Context: an optimization exercise on an open-source flow, tuned for small area, a short achievable clock period and few clock cycles. The choices shown serve that exercise and are no tape-out recipe. Only simulation tests tie the RTL to the original design; equivalence was not proved. Power is estimated from default activity; no workload was simulated.

run A:
Design mkse, start of the top module:
module mkse (
    input  wire         clk,
    input  wire         rst_n,
    input  wire         cmd_valid,
    output wire         cmd_ready,
    input  wire [3:0]   cmd_op,
    input  wire [15:0]  cmd_now,
    output reg          rsp_valid,
    output reg  [2:0]   rsp_status,
    output reg          rsp_consumed,
    output reg  [7:0]   rsp_char,
    output reg  [8:0]   rsp_action,
    output reg  [6:0]   rsp_put_full_cnt,
    output reg  [3:0]   rsp_cfg_err,
    input  wire [15:0]  tick_in,
    output wire [7:0]   row_active,
    input  wire [7:0]   col_pressed,
    output wire         shift_ind,
    input  wire [3:0]   cfg_rows,
    input  wire [3:0]   cfg_cols,
    input  wire [6:0]   cfg_umap_len,
    input  wire [511:0] cfg_umap,
    input  wire         cfg_smap_present,
    input  wire [6:0]   cfg_smap_len,
    input  wire [511:0] cfg_smap,
    input  wire         cfg_shift_present,
    input  wire [7:0]   cfg_shift_char,
    input  wire         cfg_ind_present,
    input  wire [1:0]   cfg_policy,
    input  wire [15:0]  cfg_debounce,
    input  wire [15:0]  cfg_rdelay,
    input  wire [15:0]  cfg_rtime,
    input  wire [4:0]   cfg_qcap
);
    localparam [2:0] ST_OK        = 3'd0;
    localparam [2:0] ST_NONE      = 3'd1;
  ...
export LEC_CHECK = 0
export CAP_MARGIN = 20
export CORE_MARGIN = 2
export CORE_UTILIZATION = 55
export CTS_CLUSTER_DIAMETER = 80
export CTS_CLUSTER_SIZE = 25
export SLEW_MARGIN = 20
export TNS_END_PERCENT = 10
create_clock -name core_clock -period 10.0 [get_ports {clk}]
standard.sh (not shown) runs the stock make flow with config.mk's settings and CLKGATE_MAP_FILE= SYNTH_SCRIPT=/design/flow/synth_recipe.tcl, a recipe that flattens the netlist after the stock synthesis.
==> flow/flow/run.sh <==
#!/bin/bash
# Layout flow: the standard ORFS flow (standard.sh, synthesis unchanged)
# with two knobs changed: the port buffers are buf_1 cells instead of the
# resizer's default pick, and setup repair aims for a larger slack margin.
# make's full output goes to flow_make.log in the work folder; ORFS keeps
# each step's own log under orfs/logs.
set -euo pipefail
bash standard.sh \
    SETUP_SLACK_MARGIN=6.5 \
    "BUFFER_PORTS_ARGS=-buffer_cell sky130_fd_sc_hd__buf_1" \
    finish > flow_make.log 2>&1
The flow did not stop early for run A: all stages ran, and the layout cleared the timing, design-rule and antenna checks.
Testbench counts of run A, summed over its fixed seeds: cycles 50,403.
Changes in run B relative to run A:
Settings: TNS_END_PERCENT no longer set, was 10; CTS_CLUSTER_DIAMETER no longer set, was 80; CTS_CLUSTER_SIZE no longer set, was 25.
==> notes.md <==
- Part of the total power dissipated in the clock network came out higher on run B than on run A.
- Switching component of the power delta (run B − run A): unfavourable
- Run A → run B: worst supply voltage drop on vdd moved up, maximum frequency fell by about 1.9%, average instance area after synthesis stayed essentially flat, clock tree buffer count of the final layout shows an increase of 110%.
- Higher post-synthesis to final-layout area growth was reported by run B, not run A.
- Run B — wire length about 3% higher, run A as reference
- [diff] final area, run B relative to run A: regression

========
## the baseline
Another version of the RTL of mkse (not shown whole).
Size: roughly 6200 cells after synthesis, roughly 1200 I/O pins, roughly 90000 um^2 of cells after synthesis.
clock: 10.0 ns
lec_check: 0
cap_margin: 20
core_margin: 2
core_utilization: 55
cts_cluster_diameter: 80
cts_cluster_size: 25
slew_margin: 20
tns_end_percent: 10
==> flow/flow/run.sh <==
#!/bin/bash
# Layout flow: the standard ORFS flow (standard.sh, synthesis unchanged)
# with two knobs changed: the port buffers are buf_1 cells instead of the
# resizer's default pick, and setup repair aims for a larger slack margin.
# make's full output goes to flow_make.log in the work folder; ORFS keeps
# each step's own log under orfs/logs.
set -euo pipefail
bash standard.sh \
    SETUP_SLACK_MARGIN=7 \
    "BUFFER_PORTS_ARGS=-buffer_cell sky130_fd_sc_hd__buf_1" \
    finish > flow_make.log 2>&1
Testbench counts of the baseline, summed over its fixed seeds: cycles 50,403.
> inputs changed (the baseline -> the candidate)
--- a/flow/flow/run.sh
+++ b/flow/flow/run.sh
@@ -9 +9 @@
-    SETUP_SLACK_MARGIN=7 \
+    SETUP_SLACK_MARGIN=6.5 \
==> comparison <==
Share of final-layout standard cells stronger than drive strength 1 down 2.1 points in the candidate wrt the baseline
On fraction of area in multi-input gates, the baseline and the candidate are basically level.
Between the baseline and the candidate, core utilization decreased.
Relative to the baseline, total power density per cell area increased by about 1.7% in the candidate.
The candidate does worse than the baseline on shortest clock period the worst path allows after layout.
In terms of overall power, the candidate and the baseline differ only marginally.
Re design area: the baseline and the candidate aren't equal, and the higher value belongs to the baseline.
In the tables for the baseline and the candidate, data arrival time of the critical path reads lower with the baseline.
The candidate vs the baseline — count of non-CTS buffers in the layout dropped by a little under 10%

==> port drivers added, routing unchanged <==
In the flow no input, the clock included, has a driving cell. The finished layouts below were timed again as built, in two steps. Step 1 (the two cells are an assumption about what drives the block):
set clk [get_ports {clk}]
set_driving_cell -lib_cell sky130_fd_sc_hd__clkbuf_16 $clk
set_driving_cell -lib_cell sky130_fd_sc_hd__buf_2 [delete_from_list [all_inputs] $clk]
Step 2 moves the port delays by t, midway between the first and last clock arrival at a register: inputs arrive t later, outputs are due t later. That takes back most of the time a late clock gives input paths. a / b / c = ideal / step 1 / step 2; a / b = the first two.
run	t (ns)	setup WS [ns]	worst hold slack (ns)	clock arrival spread, ns
run A	0.911	6.021 / 6.033 / 5.132	0.317 / 0.317 / 0.317	0.048 / 0.047
run B	0.994	5.945 / 5.945 / 5.040	0.294 / 0.294 / 0.294	0.067 / 0.067
the baseline	0.885	6.154 / 6.141 / 5.302	0.323 / 0.323 / 0.323	0.041 / 0.041
the candidate	0.874	6.108 / 6.140 / 5.266	0.317 / 0.317 / 0.317	0.035 / 0.034
After both steps setup and hold are still met in every run listed. The setup slack of run B, which loses most, moves by 0.000 ns with the drivers and by -0.905 ns with both steps.
